Background: an optimization exercise with open tools, aiming at small area, a short achievable clock period and few clock cycles. Do not read the settings as production practice.
In this exercise RTL edits were held to simulation tests only and were not proved equivalent to the original.
No activity file was given, so power comes from the tool's default toggle rates.

==> flow/design.v <==
module pissoff_det (
    input  wire        clk,
    input  wire        rst,           
    input  wire        cmd_valid,
    output wire        cmd_ready,
    input  wire [31:0] cmd_data,
    input  wire        cmd_timer,     
    output reg         rsp_valid,
    output wire [31:0] rsp_data,
    output wire [3:0]  rsp_fault,
    output reg         adc_req,
    input  wire        adc_valid,
    input  wire [9:0]  adc_data,
    output reg         emit,
    output reg         ind
);
    localparam [7:0] OP_MEASURE   = 8'h20;
    localparam [7:0] OP_GET_AVG   = 8'h21;
    localparam [7:0] OP_START     = 8'h22;
    localparam [7:0] OP_STOP      = 8'h23;
    localparam [7:0] OP_TICK      = 8'h24;
    localparam [7:0] OP_IS_ALARM  = 8'h25;
    localparam [7:0] OP_CALIBRATE = 8'h26;
    localparam [7:0] OP_ARM_BLINK = 8'h30;
    localparam [7:0] OP_DISARM    = 8'h31;
    localparam [7:0] OP_READ_REG  = 8'h40;
    localparam [3:0] F_NONE        = 4'h0;
    localparam [3:0] F_ILLEGAL     = 4'h1;
    localparam [3:0] F_RESERVED    = 4'h2;
    localparam [3:0] F_WRONG_AGENT = 4'h3;
    localparam [3:0] F_PMODE_BUSY  = 4'h6;
    localparam [3:0] F_BAD_REGNO   = 4'h7;
    localparam [3:0] F_UNWRITTEN   = 4'h9;
    localparam [1:0] PM_OFF = 2'd0, PM_BLINK = 2'd1, PM_DETECT = 2'd2;
    localparam [1:0] K_MEAS = 2'd0, K_AVG = 2'd1, K_TICK = 2'd2, K_CAL = 2'd3;
    reg         rdy;             
    reg         dec;             
    reg         run;             
    reg         xd;              
    reg         cfirst;          
    reg  [1:0]  kind;
    reg  [1:0]  pmode;
    reg  [8:0]  thresh;
    reg         thresh_valid;
    reg  [7:0]  pos;
    reg         neg;
    reg         started;         
    reg         derr;            
    reg  [8:0]  ct;              
    reg  [4:0]  cj;              
    reg  [9:0]  sr;              
    reg         sv;              
    reg         og;              
    reg         fin;             
    reg  [3:0]  sc;              
    reg  [1:0]  ph;              
    reg  [2:0]  iv;              
    reg  [13:0] acc;
    reg  [9:0]  sprev;
    reg  [12:0] bsum;
    reg  [13:0] dsum;
    reg  [25:0] rd;              
    reg  [3:0]  rf;              
    wire [29:0] W = {rf, rd};
    assign cmd_ready = rdy;
    assign rsp_data  = {6'd0, rd};
    assign rsp_fault = rf;
    wire [7:0] c_op    = rd[15:8];
    wire [7:0] c_a8    = rd[7:0];
    wire       c_rsvnz = rd[16];
    wire       c_tmr   = rd[17];
    wire c_known = (c_op == OP_MEASURE) || (c_op == OP_GET_AVG) ||
                   (c_op == OP_START) || (c_op == OP_STOP) ||
                   (c_op == OP_TICK) || (c_op == OP_IS_ALARM) ||
                   (c_op == OP_CALIBRATE) || (c_op == OP_ARM_BLINK) ||
                   (c_op == OP_DISARM) || (c_op == OP_READ_REG);
    wire regno_ok = (c_a8 == 8'h0C) || (c_a8[7:3] == 5'b00010);
    wire regno_unwritten = ((c_a8 == 8'h10) && !thresh_valid) ||
                           ((c_a8 == 8'h12 || c_a8 == 8'h13 || c_a8 == 8'h14) && !started);
    reg [3:0] c_fault;
    always @(*) begin
        c_fault = F_NONE;
        if (!c_known)
            c_fault = F_ILLEGAL;
        else if (c_rsvnz || (c_op != OP_READ_REG && c_a8 != 8'd0))
            c_fault = F_RESERVED;
        else if (c_tmr != (c_op == OP_TICK))
            c_fault = F_WRONG_AGENT;
        else begin
            case (c_op)
                OP_MEASURE, OP_GET_AVG:
                    if (pmode == PM_DETECT) c_fault = F_PMODE_BUSY;
                OP_START, OP_CALIBRATE, OP_ARM_BLINK:
                    if (pmode != PM_OFF) c_fault = F_PMODE_BUSY;
                OP_STOP:
                    if (pmode == PM_BLINK) c_fault = F_PMODE_BUSY;
                OP_DISARM:
                    if (pmode == PM_DETECT) c_fault = F_PMODE_BUSY;
                OP_TICK:
                    if (pmode != PM_DETECT) c_fault = F_WRONG_AGENT;
                    else if (!thresh_valid) c_fault = F_UNWRITTEN;
                OP_IS_ALARM:
                    if (!started) c_fault = F_UNWRITTEN;
                OP_READ_REG:
                    if (!regno_ok) c_fault = F_BAD_REGNO;
                    else if (regno_unwritten) c_fault = F_UNWRITTEN;
                default: ;
            endcase
        end
    end
    wire alarm = (pos > 8'd4);
    reg [9:0] reg_rdata;
    always @(*) begin
        case (c_a8[4:0])
            5'h0C:   reg_rdata = {8'd0, pmode};
            5'h10:   reg_rdata = {1'b0, thresh};
            5'h11:   reg_rdata = {9'd0, thresh_valid};
            5'h12:   reg_rdata = {2'd0, pos};
            5'h13:   reg_rdata = {9'd0, neg};
            5'h14:   reg_rdata = {9'd0, alarm};
            5'h15:   reg_rdata = {9'd0, ind};
            5'h17:   reg_rdata = {7'd0, derr, derr, 1'b0};
            default: reg_rdata = 10'd0;
        endcase
    end
    wire c_measuring = (c_op == OP_MEASURE) || (c_op == OP_GET_AVG) ||
                       (c_op == OP_TICK) || (c_op == OP_CALIBRATE);
    wire [1:0] c_kind = (c_op == OP_MEASURE) ? K_MEAS :
                        (c_op == OP_GET_AVG) ? K_AVG :
                        (c_op == OP_TICK)    ? K_TICK : K_CAL;
    wire [9:0] c_rdata = (c_fault != F_NONE) ? 10'd0 :
                         (c_op == OP_IS_ALARM) ? {9'd0, alarm} :
                         (c_op == OP_READ_REG) ? reg_rdata : 10'd0;
    wire take    = adc_req & adc_valid;
    wire adv     = take | xd;
    wire sc_wrap = (sc == 4'd15);
    wire [1:0] ph_n = sc_wrap ? ((ph == 2'd2) ? 2'd0 : ph + 2'd1) : ph;
    wire iv_inc  = sc_wrap && (ph == 2'd2);
    wire [13:0] acc_sum = ((sc == 4'd1) ? 14'd0 : acc) + {4'd0, sr};
    wire [9:0]  ovs     = acc[13:4];
    wire [10:0] df      = {1'b0, ovs} - {1'b0, sprev};
    wire        dneg    = df[10];
    wire [9:0]  ad      = df[9:0] ^ {10{dneg}};
    wire [13:0] dsum_sum = (((ph == 2'd2) && (iv == 3'd0)) ? 14'd0 : dsum) +
                           {4'd0, ad} + {13'd0, dneg};
    wire [12:0] bsum_sum = ((iv == 3'd0) ? 13'd0 : bsum) + {3'd0, ovs};
    wire [9:0]  A    = dsum[13:4];                    
    wire [9:0]  head = ~bsum[12:3];                   
    wire [9:0]  dvs  = {head[9:1], head[0] | (head == 10'd0)};
    wire kwin  = sv && (iv == 3'd7);
    wire kload = kwin && (ph == 2'd1) && (sc == 4'd2);
    wire kmul  = kwin && (ph == 2'd1) && (sc >= 4'd3) && (sc <= 4'd12);
    wire kdiv  = kwin && (ph == 2'd2) && (sc >= 4'd1) && (sc <= 4'd10);
    wire xmul  = xd && ((ph == 2'd0) || ((ph == 2'd1) && (sc < 4'd4)));
    wire xopen = (ph == 2'd0) && (sc < 4'd10);
    wire xdiv  = xd && (((ph == 2'd1) && (sc >= 4'd4)) || ((ph == 2'd2) && (sc < 4'd8)));
    wire xdone = xd && (ph == 2'd2) && (sc == 4'd8);
    wire [9:0]  opnd = xd ? (xopen ? A : 10'd0) : dvs;
    wire [10:0] msum = {1'b0, W[29:20]} + ({11{W[10]}} & {1'b0, opnd});
    wire [9:0]  dv   = xd ? dvs : 10'd1000;
    wire [10:0] rp   = {W[29:20], W[19]};
    wire [11:0] dd   = {1'b0, rp} - {2'b0, dv};
    wire        dge  = !dd[11];
    wire [9:0]  rn   = dge ? dd[9:0] : rp[9:0];
    wire [29:0] W_mul = {msum, W[19:1]};
    wire [29:0] W_div = {rn, W[18:0], dge};
    wire [8:0]  tsel = (kind == K_TICK) ? thresh : ct;
    wire hit = {A, 1'b0} >= {W[9:0], (W[29:20] != 10'd0)};
    wire        qsat  = (W[19:16] != 4'd0);
    wire [15:0] nd    = qsat ? 16'hFFFF : W[15:0];
    wire        q300  = (W[19:0] >= 20'd300);
    wire [8:0]  ct5     = ct + 9'd5;
    wire        ct5_max = (ct5 >= 9'd300);
    wire        stopcal = (cj == 5'd31) || (ct >= 9'd295);
    wire        keep_sampling = (kind == K_CAL) && !cfirst && !stopcal;
    wire accept   = rdy && cmd_valid;
    wire dec_resp = dec && ((c_fault != F_NONE) || !c_measuring);
    wire dec_meas = dec && (c_fault == F_NONE) && c_measuring;
    wire avg_resp = run && og && (kind == K_AVG);
    wire fin_tick = run && fin && (kind == K_TICK);
    wire fin_x    = run && fin && ((kind == K_MEAS) || (kind == K_CAL && cfirst));
    wire fin_cal  = run && fin && (kind == K_CAL) && !cfirst;
    wire cal_done = fin_cal && (hit ? ct5_max : (cj == 5'd31));
    wire cal_more = fin_cal && !cal_done && stopcal;
    wire x_meas   = xdone && (kind == K_MEAS);
    wire x_calerr = xdone && (kind == K_CAL) && q300;
    wire x_calgo  = xdone && (kind == K_CAL) && !q300;
    wire respond  = dec_resp || avg_resp || fin_tick || cal_done || x_meas || x_calerr;
    always @(posedge clk) begin
        sr <= adc_data;
        sv <= take;
        og <= sv && (sc == 4'd0);
        fin <= og && (ph == 2'd0) && (iv == 3'd0) && run && (kind != K_AVG);
        if (dec || xdone) begin
            sc <= 4'd0;
            ph <= 2'd0;
            iv <= 3'd0;
        end else if (adv) begin
            sc <= sc + 4'd1;
            ph <= ph_n;
            if (iv_inc) iv <= iv + 3'd1;
        end
        if (sv) acc <= acc_sum;
        if (og) begin
            case (ph)
                2'd1: begin
                    bsum  <= bsum_sum;
                    sprev <= ovs;
                end
                2'd2: begin
                    dsum  <= dsum_sum;
                    sprev <= ovs;
                end
                default:
                    dsum  <= dsum_sum;
            endcase
        end
        if (accept) begin
            rd <= {8'd0, cmd_timer, (cmd_data[23:8] != 16'd0), cmd_data[31:24], cmd_data[7:0]};
            rf <= 4'd0;
        end else if (dec_resp) begin
            rd <= {16'd0, c_rdata};
            rf <= c_fault;
        end else if (avg_resp) begin
            rd <= {16'd0, ovs};
            rf <= 4'd0;
        end else if (fin_tick || cal_done || x_calerr) begin
            rd <= {25'd0, cal_done && !hit};
            rf <= 4'd0;
        end else if (x_meas) begin
            rd <= {head, nd};
            rf <= 4'd0;
        end else if (fin_x) begin
            {rf, rd[25:10]} <= {10'd0, 10'd1000};
        end else if (kload) begin
            {rf, rd[25:10]} <= {10'd0, 1'b0, tsel};
        end else if (kmul || xmul) begin
            {rf, rd} <= W_mul;
        end else if (kdiv || xdiv) begin
            {rf, rd} <= W_div;
        end
        if (take) begin
            emit <= (ph_n == 2'd1) && (kind != K_AVG);
            if (sc_wrap && ((kind == K_AVG) ||
                            ((ph == 2'd2) && (iv == 3'd7) && !keep_sampling)))
                adc_req <= 1'b0;
        end
        if (dec_meas || cal_more || x_calgo)
            adc_req <= 1'b1;
        if (x_calgo) begin
            ct <= W[8:0];
            cj <= 5'd0;
            cfirst <= 1'b0;
        end
        if (fin_cal) begin
            if (hit) begin
                ct <= ct5;
                cj <= 5'd0;
            end else begin
                cj <= cj + 5'd1;
            end
        end
        if (fin_x) xd <= 1'b1;
        if (xdone) xd <= 1'b0;
        if (dec_meas) begin
            run    <= 1'b1;
            kind   <= c_kind;
            cfirst <= 1'b1;
        end
        if (dec && c_fault == F_NONE) begin
            case (c_op)
                OP_START: begin
                    pos     <= 8'd0;
                    neg     <= 1'b0;
                    started <= 1'b1;
                    ind     <= 1'b0;
                    pmode   <= PM_DETECT;
                end
                OP_STOP: begin
                    pmode <= PM_OFF;
                    ind   <= 1'b0;
                end
                OP_ARM_BLINK:
                    pmode <= PM_BLINK;
                OP_DISARM:
                    if (pmode == PM_BLINK) begin
                        pmode <= PM_OFF;
                        ind   <= 1'b0;
                    end
                default: ;
            endcase
        end
        if (fin_tick) begin
            if (hit) begin
                pos <= pos + 8'd1;
                neg <= 1'b0;
                ind <= 1'b1;
            end else begin
                if (neg) begin
                    pos <= 8'd0;
                    neg <= 1'b0;
                end else begin
                    neg <= 1'b1;
                end
                ind <= 1'b0;
            end
        end
        if (cal_done && !hit) begin
            thresh       <= ct5;
            thresh_valid <= 1'b1;
        end
        if ((cal_done && hit) || x_calerr)
            derr <= 1'b1;
        dec <= accept;
        if (accept) rdy <= 1'b0;
        rsp_valid <= respond;
        if (respond) begin
            rdy <= 1'b1;
            run <= 1'b0;
        end
        if (rst) begin
            rdy          <= 1'b1;
            dec          <= 1'b0;
            run          <= 1'b0;
            xd           <= 1'b0;
            adc_req      <= 1'b0;
            emit         <= 1'b0;
            ind          <= 1'b0;
            rsp_valid    <= 1'b0;
            pmode        <= PM_OFF;
            thresh_valid <= 1'b0;
            started      <= 1'b0;
            derr         <= 1'b0;
        end
    end
endmodule
==> flow/run.sh <==
#!/bin/bash
# synth_recipe.tcl (not shown) runs the flow's synth.tcl, then flattens the netlist and writes it again
# the make line also repeats each setting of config.mk as NAME=value (left out here)
make -C /OpenROAD-flow-scripts/flow DESIGN_CONFIG=/design/flow/config.mk WORK_HOME=/design/flow/orfs CLKGATE_MAP_FILE= SYNTH_SCRIPT=/design/flow/synth_recipe.tcl finish
==> flow/config.mk <==
export PLATFORM = sky130hd
export DESIGN_NAME = pissoff_det
export DESIGN_NICKNAME = pissoff_det
export VERILOG_FILES = /design/flow/design.v
export SDC_FILE = /design/flow/constraint.sdc
export NUM_CORES = 4
export LEC_CHECK = 0
export CAP_MARGIN = 20
export CORE_MARGIN = 2
export CORE_UTILIZATION = 40
export SLEW_MARGIN = 20
==> flow/constraint.sdc <==
create_clock -name core_clock -period 55.0 [get_ports {clk}]
set_input_delay 11.0000 -clock core_clock [delete_from_list [all_inputs] [get_ports {clk}]]
set_output_delay 11.0000 -clock core_clock [all_outputs]
set_load 0.01 [all_outputs]
==> qor.yml <==
yosysMostFrequentCell: "nand2_1"
synth_ff_type: "edfxtp_1"
end_kind: "primary output"
min_from: "iv[1]"
finalCriticalPeriod_ps: 12900
power.density_nw_per_um2: 21.6
ys_top_cells_by_area: "edfxtp_1 (23%), dfxtp_1 (11%), ha_1 (9.5%)"
reg2reg_slack_ps: 50220
syn_area_per_cell_um2: 8.55
pre_cts_ws_ps: 41610
vias: 10200
synth-edff-count: 86
cts_root_buffer: "clkbuf_16"
num-nets-final: 1521
multiInputGateArea_um2: 6960
cts.sinks: 151
grt_pass1_wl_um: 53100
finClkSkew_ps: 15.2
timing.rr.end: "dsum[12]"
post_cts_resized: 0
vias_per_cell: 5.74
worstReg2RegStart: "acc[4]"
cap_violations: 0
synth_largest_area_cell: "edfxtp_1"
cts_buffers: 17
r2r_cells: 18
worstPathCellList: "clkdlybuf4s50_1"
peakVddDrop_uv: 18.4
dieWidth_um: 173
worst-path-buf-inv: 1
die_y_um: 173
power_uw: 282
firstDrtPassIters: 5
fin_crit_sh_pct: 23.5
arrival_ps: 1900
rsz0062_at_grt: "false"
fillers: 2780
initial_core_util_pct: 40.8
drv_slew: 0
drive_above_1_share_pct: 4.95
finalSetupViolCount: 0
cts_buffer_depth: 2
globalplace.congestion: 0.946
fmax_ghz: 0.0775
ys_ff_latch: 151
n_antenna_cell: 0
core-area_um2: 27900
grt_pass1_vias: 9610
syn_inst: 1330
drt_wl_total_um: 33800
final_area_um2: 13100
worstSetupPathType: "reg2out"
track_usage_pct: 22.5
synth.top_cell.area_share_pct: 22.7
yosys_warnings: 1
fin_tns_setup_ps: 0
ys_async_sr_fraction_pct: 0
leakage_uw: 0.00509
hold_viol: 0
drc: 0
clk_pin_slew_ps: 70
ios: 88
syn_to_final_growth_pct: 14.8
status: "finished clean"
grt_max_degree: 34
fin_ws_ps: 42100
cts_tree: "built"
cpMaxStageDelayCell: "edfxtp_1"
wl_per_cell_um: 19.0
die-area_um2: 29800
crit_family: "flip-flops"
seq_area_um2: 3880
insertion_delay_ps: 440
num_rows: 61
critPathMaxFanout: 23
cp.required_ps: 44000
postPlaceCellArea_um2: 12500
cp_slowest_stage_delay_ps: 810
hold_ws_ps: 484
ys_seq_area_share_pct: 34.2
drt_iter0_drc: 853
antenna_found_initial: 1
whs_path_depth: 2
synth_cell_type_count: 81
holdBufCountCts: 0
hold_path_end: "iv[1]"
synth_area_um2: 11400
synth_common_cells: "nand2_1 (145), nor2_1 (96), a21oi_1 (93), edfxtp_1 (86), ha_1 (86)"
cp-start-kind: "flip-flop"
tightestPinTransition_ps: 1120
min_path_type: "reg2reg"
slew_headroom_pct: 25.0
grt_overflow: 0
ctsHtreeMaxLevel: 4
ant_nets: 0
hpwl_um: 25600
post_cts_buffers: 0
io_buffers: 81
## sequential cells by signal, summed over array words and instances (netlist names), 2 cells and up
| register | count |
|---|---|
| acc | 14 |
| bsum | 13 |
| cj | 5 |
| ct | 9 |
| dsum | 14 |
| iv | 3 |
| kind | 2 |
| ph | 2 |
| pmode | 2 |
| pos | 8 |
| rd | 26 |
| rf | 4 |
| sc | 4 |
| sprev | 10 |
| sr | 10 |
| thresh | 9 |
## layout make-up
class,count,share of cell area (%)
multi-input combinational,1048,53.3
sequential,151,29.7
timing repair buffer,88,6.61
tap,378,3.62
clock buffer,18,3.45
inverter,76,2.19
clock inverter,14,1.04
## worst max-delay path by stage
stage	slack, ps	from	end	cells past startpoint
2_1_floorplan	42740	cmd_valid	rd[0]	4
3_3_place_gp	41640	cmd_valid	rd[5]	4
3_5_place_dp	41610	cmd_valid	rd[6]	4
4_1_cts	42070	cmd_valid	rd[0]	4
5_1_grt	42010	cmd_valid	rd[7]	5
6_report	42100	rd[10]	rsp_data[10]	1
## power breakdown
part | switching [uW] | total (uW) | internal [uW]
logic | 18.2 | 34.9 | 16.7
registers | 5.71 | 127 | 122
clock network | 53.7 | 120 | 66.2
## layout by cell type (no fill, tap or decap), types with 24 or more instances in the layout
master           Yosys  final
a21oi_1             93     93
a31oi_1             24     24
and2_1              45     45
clkdlybuf4s50_1      0     81
dfxtp_1             65     65
edfxtp_1            86     86
ha_1                86     86
inv_1               76     76
nand2_1            145    145
nand3_1             46     46
nor2_1              96     96
nor2b_1             29     28
nor3_1              38     38
o211ai_1            28     28
o21ai_0             67     67
xnor2_1             45     45
## per-layer routing
metal	vias up	share of wire [%]	GRT usage, %	wire [um]
met4	2	1.2	5.59	420
met3	32	7.7	5.21	2610
met2	336	44	35.2	15000
met1	4833	47	31.3	15700
met5	-	0.033	0	11
li1	4966	-	-	-
## metrics by stage
stage,util (%),std cells
final,46.9,1773
after global routing,46.9,1773
after CTS,46.8,1773
after detailed placement,44.7,1741
after global placement,44.7,1741
after floorplan,-,1335
## cells by family (layout without fill, tap and decap cells)
kind of cell,after synthesis,count (layout),synth area share [%]
and+or+nand+nor,497,497,21.7
AOI/OAI and AO/OA,361,361,21.2
DFF,151,151,34.2
buffers and inverters,136,196,4.95
adders and majority gates,92,92,10.5
xor gates and xnor gates,66,66,5.08
muxes,26,26,2.34
other,1,6,0.0330
Testbench counts, summed over its fixed seeds: cycles 267,872.

[port drivers added, routing unchanged]
How much do the figures lean on ideal ports? The routed layout below was timed once more, with nothing changed but the port constraints. Step 1, drivers: a clkbuf_16 drives clk and a buf_2 each remaining input, both assumed. Step 2, shift: input delay + t, output delay - t, t = (earliest + latest rising clock arrival at the registers) / 2. This alone moves slack from input paths to output paths. a / b / c = no drivers / after step 1 / after step 2; a / b = the first two.
t (ns): 0.476
setup slack, ns: 42.095 / 42.046 / 41.689
slew at the worst register clock pin (ns): 0.07 / 0.07
worst slew at a driven data input, ns: 0.04
After both steps setup and hold are still met in this run. For this run, drivers alone change the setup slack by -0.049 ns; drivers and shift together by -0.406 ns.
